This is an optimization exercise on Yosys and OpenROAD, whose aim is small area, a short achievable clock period and few clock cycles per item, not a production implementation. RTL that was checked went through simulation tests only; none was proved equivalent to the original. Power figures rest on the tool's default switching activity, not on a simulated workload.

==> flow/design.v (excerpt) <==
module bit_modulator (
    input  wire        clk,
    input  wire        rst,           
    input  wire        cmd_valid,
    output wire        cmd_ready,
    input  wire [2:0]  cmd_op,        
    input  wire [47:0] cmd_ts,        
    input  wire [31:0] cmd_fps,       
    input  wire [6:0]  cmd_len,       
    input  wire [63:0] cmd_code,      
    output reg         rsp_valid,
    output reg         rsp_status,    
    output reg         ev_valid,      
    output reg         ev_bit,
    output wire        active,
    output reg  [1:0]  phase,         
    output reg  [5:0]  bit_index,
    output reg         cur_valid,     
    output reg         cur_bit,
    output wire        color,         
    output reg  [31:0] meas_fps       
);
    localparam PH_IDLE = 2'd0;
    localparam PH_CAL  = 2'd1;
    localparam PH_RUN  = 2'd2;
    localparam M_NORM = 4'd0;    
    localparam M_CDIV = 4'd1;    
    localparam M_CSEL = 4'd2;    
    localparam M_CST1 = 4'd3;    
    localparam M_CST2 = 4'd4;    
    localparam M_LOOP = 4'd5;    
    localparam M_UPA  = 4'd6;    
    localparam M_UPB  = 4'd7;    
    localparam M_DNA  = 4'd8;    
    localparam M_DNB  = 4'd9;    
    localparam M_FIN  = 4'd10;   
    reg        ready_q;
    reg        s1_v;
    reg        s1_start_ok, s1_start_bad, s1_tick, s1_stop;
    reg [47:0] s1_ts;
    reg [63:0] s1_code;
    reg [6:0]  s1_len;
    reg        s1_tlo, s1_thi;
    reg [1:0]  s1_mt;
    reg [22:0] s1_fps;
    assign cmd_ready = ready_q;
    wire accept = cmd_valid & ready_q;
    wire in_len_bad = (cmd_len == 7'd0) || (cmd_len > 7'd64);
    wire signed [31:0] in_fps = cmd_fps;
    always @(posedge clk) begin
        if (rst) begin
            s1_v <= 1'b0;
        end else if (ready_q) begin
            s1_v         <= accept;
            s1_start_ok  <= (cmd_op == 3'd1) && !in_len_bad;
            s1_start_bad <= (cmd_op == 3'd1) && in_len_bad;
            s1_tick      <= (cmd_op == 3'd2);
            s1_stop      <= (cmd_op == 3'd3);
            s1_ts        <= cmd_ts;
            s1_code      <= cmd_code;
            s1_len       <= cmd_len;
            s1_tlo       <= (in_fps <= 32'sd1966080);     
            s1_thi       <= (in_fps >= 32'sd7864320);     
            s1_mt        <= (in_fps >= 32'sd5898240) ? 2'd3 : (in_fps >= 32'sd3932160) ? 2'd2 : 2'd1;
  ...
make LEC_CHECK=0 ABC_CLOCK_PERIOD_IN_PS=4000 CAP_MARGIN=20 CORE_MARGIN=2 CORE_UTILIZATION=40 PLACE_DENSITY=0.6 SETUP_SLACK_MARGIN=5 SLEW_MARGIN=20 finish   # period 10.0 ns
run.sh (not shown) runs the stock make flow with config.mk's settings and CLKGATE_MAP_FILE= SYNTH_SCRIPT=/design/flow/synth_recipe.tcl, a recipe that flattens the netlist after the stock synthesis.
Edit:
--- a/flow/config.mk
+++ b/flow/config.mk
@@ -6,9 +6,7 @@
 export NUM_CORES = 4
 export LEC_CHECK = 0
-export ABC_CLOCK_PERIOD_IN_PS = 4000
 export CAP_MARGIN = 20
 export CORE_MARGIN = 2
 export CORE_UTILIZATION = 40
 export PLACE_DENSITY = 0.6
-export SETUP_SLACK_MARGIN = 5
 export SLEW_MARGIN = 20
Result: Power came out lower by 1.6%. Final area came out lower by 2.7%. Clock power came out lower by about 2%. Non-clock buffer count came out lower by 67. First-iteration DRC count came out higher by 0.58%. Sequential power is about the same. Routed wire length came out lower by 0.61%. Clock skew came out lower by 0.0031 ns. Die area is unchanged. Cell count came out lower by 1.0%.
No functional check of the RTL was part of any run of this note.

bit_modulator, a different RTL version from the one above (not shown whole).
For scale: ~6,300 cells after synthesis, about 660 flip-flops.
clock: 10.0 ns
lec_check: 0
abc_clock_period_in_ps: 4000
cap_margin: 20
core_margin: 2
core_utilization: 40
place_density: 0.6
setup_slack_margin: 4
slew_margin: 20
Testbench counts at the start, summed over its fixed seeds: cycles 7,824, commands 6,776.
Edit:
--- a/flow/config.mk
+++ b/flow/config.mk
@@ -11,3 +11,3 @@
-export CORE_UTILIZATION = 40
-export PLACE_DENSITY = 0.6
-export SETUP_SLACK_MARGIN = 4
+export CORE_UTILIZATION = 62
+export PLACE_DENSITY = 0.82
+export SETUP_SLACK_MARGIN = 5
The changed run completed without violations.
Final cell count came out lower by about 8%.
Global-route usage came out higher by 14 points.
Clock skew came out lower by 9.2 ps.
Edit:
--- a/flow/config.mk
+++ b/flow/config.mk
@@ -11,2 +11,2 @@
-export CORE_UTILIZATION = 62
-export PLACE_DENSITY = 0.82
+export CORE_UTILIZATION = 40
+export PLACE_DENSITY = 0.6
What happened: Sequential share of layout area fell by 0.47 points; final area rose by 1.6%; area after synthesis does not change.
Edit:
--- a/flow/config.mk
+++ b/flow/config.mk
@@ -11,2 +11,2 @@
-export CORE_UTILIZATION = 40
-export PLACE_DENSITY = 0.6
+export CORE_UTILIZATION = 55
+export PLACE_DENSITY = 0.75
Outcome:
- The new run finished with timing, DRC and antenna clean
- total power went down by 1.4%
- sequential power stays flat
- non-clock buffer count went down by 2
Edit:
--- a/flow/config.mk
+++ b/flow/config.mk
@@ -11,3 +11,3 @@
-export CORE_UTILIZATION = 55
-export PLACE_DENSITY = 0.75
-export SETUP_SLACK_MARGIN = 5
+export CORE_UTILIZATION = 40
+export PLACE_DENSITY = 0.6
+export SETUP_SLACK_MARGIN = 3
Clock power climbs by 7.3%.
Combinational power fell by 2.5%.
Synthesized area does not change.

Another version of the RTL of bit_modulator (not shown whole).
For scale: ~6200 cells after synthesis, ~55000 sq um of cells after synthesis.
Settings: LEC_CHECK=0, ABC_CLOCK_PERIOD_IN_PS=4000, CAP_MARGIN=20, CORE_MARGIN=2, CORE_UTILIZATION=40, PLACE_DENSITY=0.6, SLEW_MARGIN=20; clock period 10.0 ns.
standard.sh (not shown) runs the stock make flow with config.mk's settings and CLKGATE_MAP_FILE= SYNTH_SCRIPT=/design/flow/synth_recipe.tcl, a recipe that flattens the netlist after the stock synthesis.
==> flow/flow/run.sh <==
#!/bin/bash
set -euo pipefail
bash standard.sh SETUP_SLACK_MARGIN=6.5 finish > standard_flow.log 2>&1
Testbench counts at the start, summed over its fixed seeds: cycles 7,799, commands 6,776.
Then changed:
==> flow/run.sh (new file) <==
#!/bin/bash
# synth_recipe.tcl (not shown) runs the flow's synth.tcl, then flattens the netlist and writes it again
# the make line also repeats each setting of config.mk as NAME=value (left out here)
make -C /OpenROAD-flow-scripts/flow DESIGN_CONFIG=/design/flow/config.mk WORK_HOME=/design/flow/orfs CLKGATE_MAP_FILE= SYNTH_SCRIPT=/design/flow/synth_recipe.tcl finish
- SETUP_SLACK_MARGIN: unset -> 5
removed: flow/flow/run.sh
removed: flow/standard.sh
Result: Setup slack gains 0.095 ns; combinational power is lower by about a fifth; global-route usage is lower by 2.2 points.

[re-timing with driven ports]
No port has a modelled driver above. Below, the same layouts with a new extraction and two added sets of constraints.
Step 1: set_driving_cell puts a clkbuf_16 on clk and a buf_2 on each other input, an assumption about the parent block.
Step 2 adds t to the input delays and takes it off the output delays; t is the mean of the earliest and latest rising clock arrival at the registers after step 1. Input paths then give back, and output paths get back, about the clock's delay inside the block.
Three values: no drivers, after step 1, after step 2; two values: the first two.
run | t (ns) | slack for setup (ns) | clock arrival spread, ns | pins driven straight from the clock port
the first run of note 1 | 0.744 | 4.795 / 4.795 / 4.795 | 0.063 / 0.063 | 1
the second run of note 1 | 0.744 | 2.191 / 2.191 / 2.191 | 0.066 / 0.065 | 1
the first run of note 2 | 0.773 | 4.165 / 4.165 / 3.581 | 0.041 / 0.042 | 1
the second run of note 2 | 0.756 | 4.813 / 4.813 / 4.383 | 0.032 / 0.032 | 1
the third run of note 2 | 0.780 | 5.058 / 5.058 / 4.376 | 0.026 / 0.027 | 1
the fourth run of note 2 | 0.752 | 4.951 / 4.951 / 4.374 | 0.036 / 0.037 | 1
the fifth run of note 2 | 0.783 | 3.490 / 3.490 / 3.191 | 0.036 / 0.036 | 1
the first run of note 3 | 0.778 | 3.958 / 3.958 / 3.958 | 0.033 / 0.033 | 1
the second run of note 3 | 0.758 | 4.053 / 4.053 / 4.053 | 0.030 / 0.029 | 1
After both steps every run listed still meets setup and hold. For the third run of note 2, which loses most, drivers alone change the setup slack by 0.000 ns; drivers and shift together by -0.682 ns.
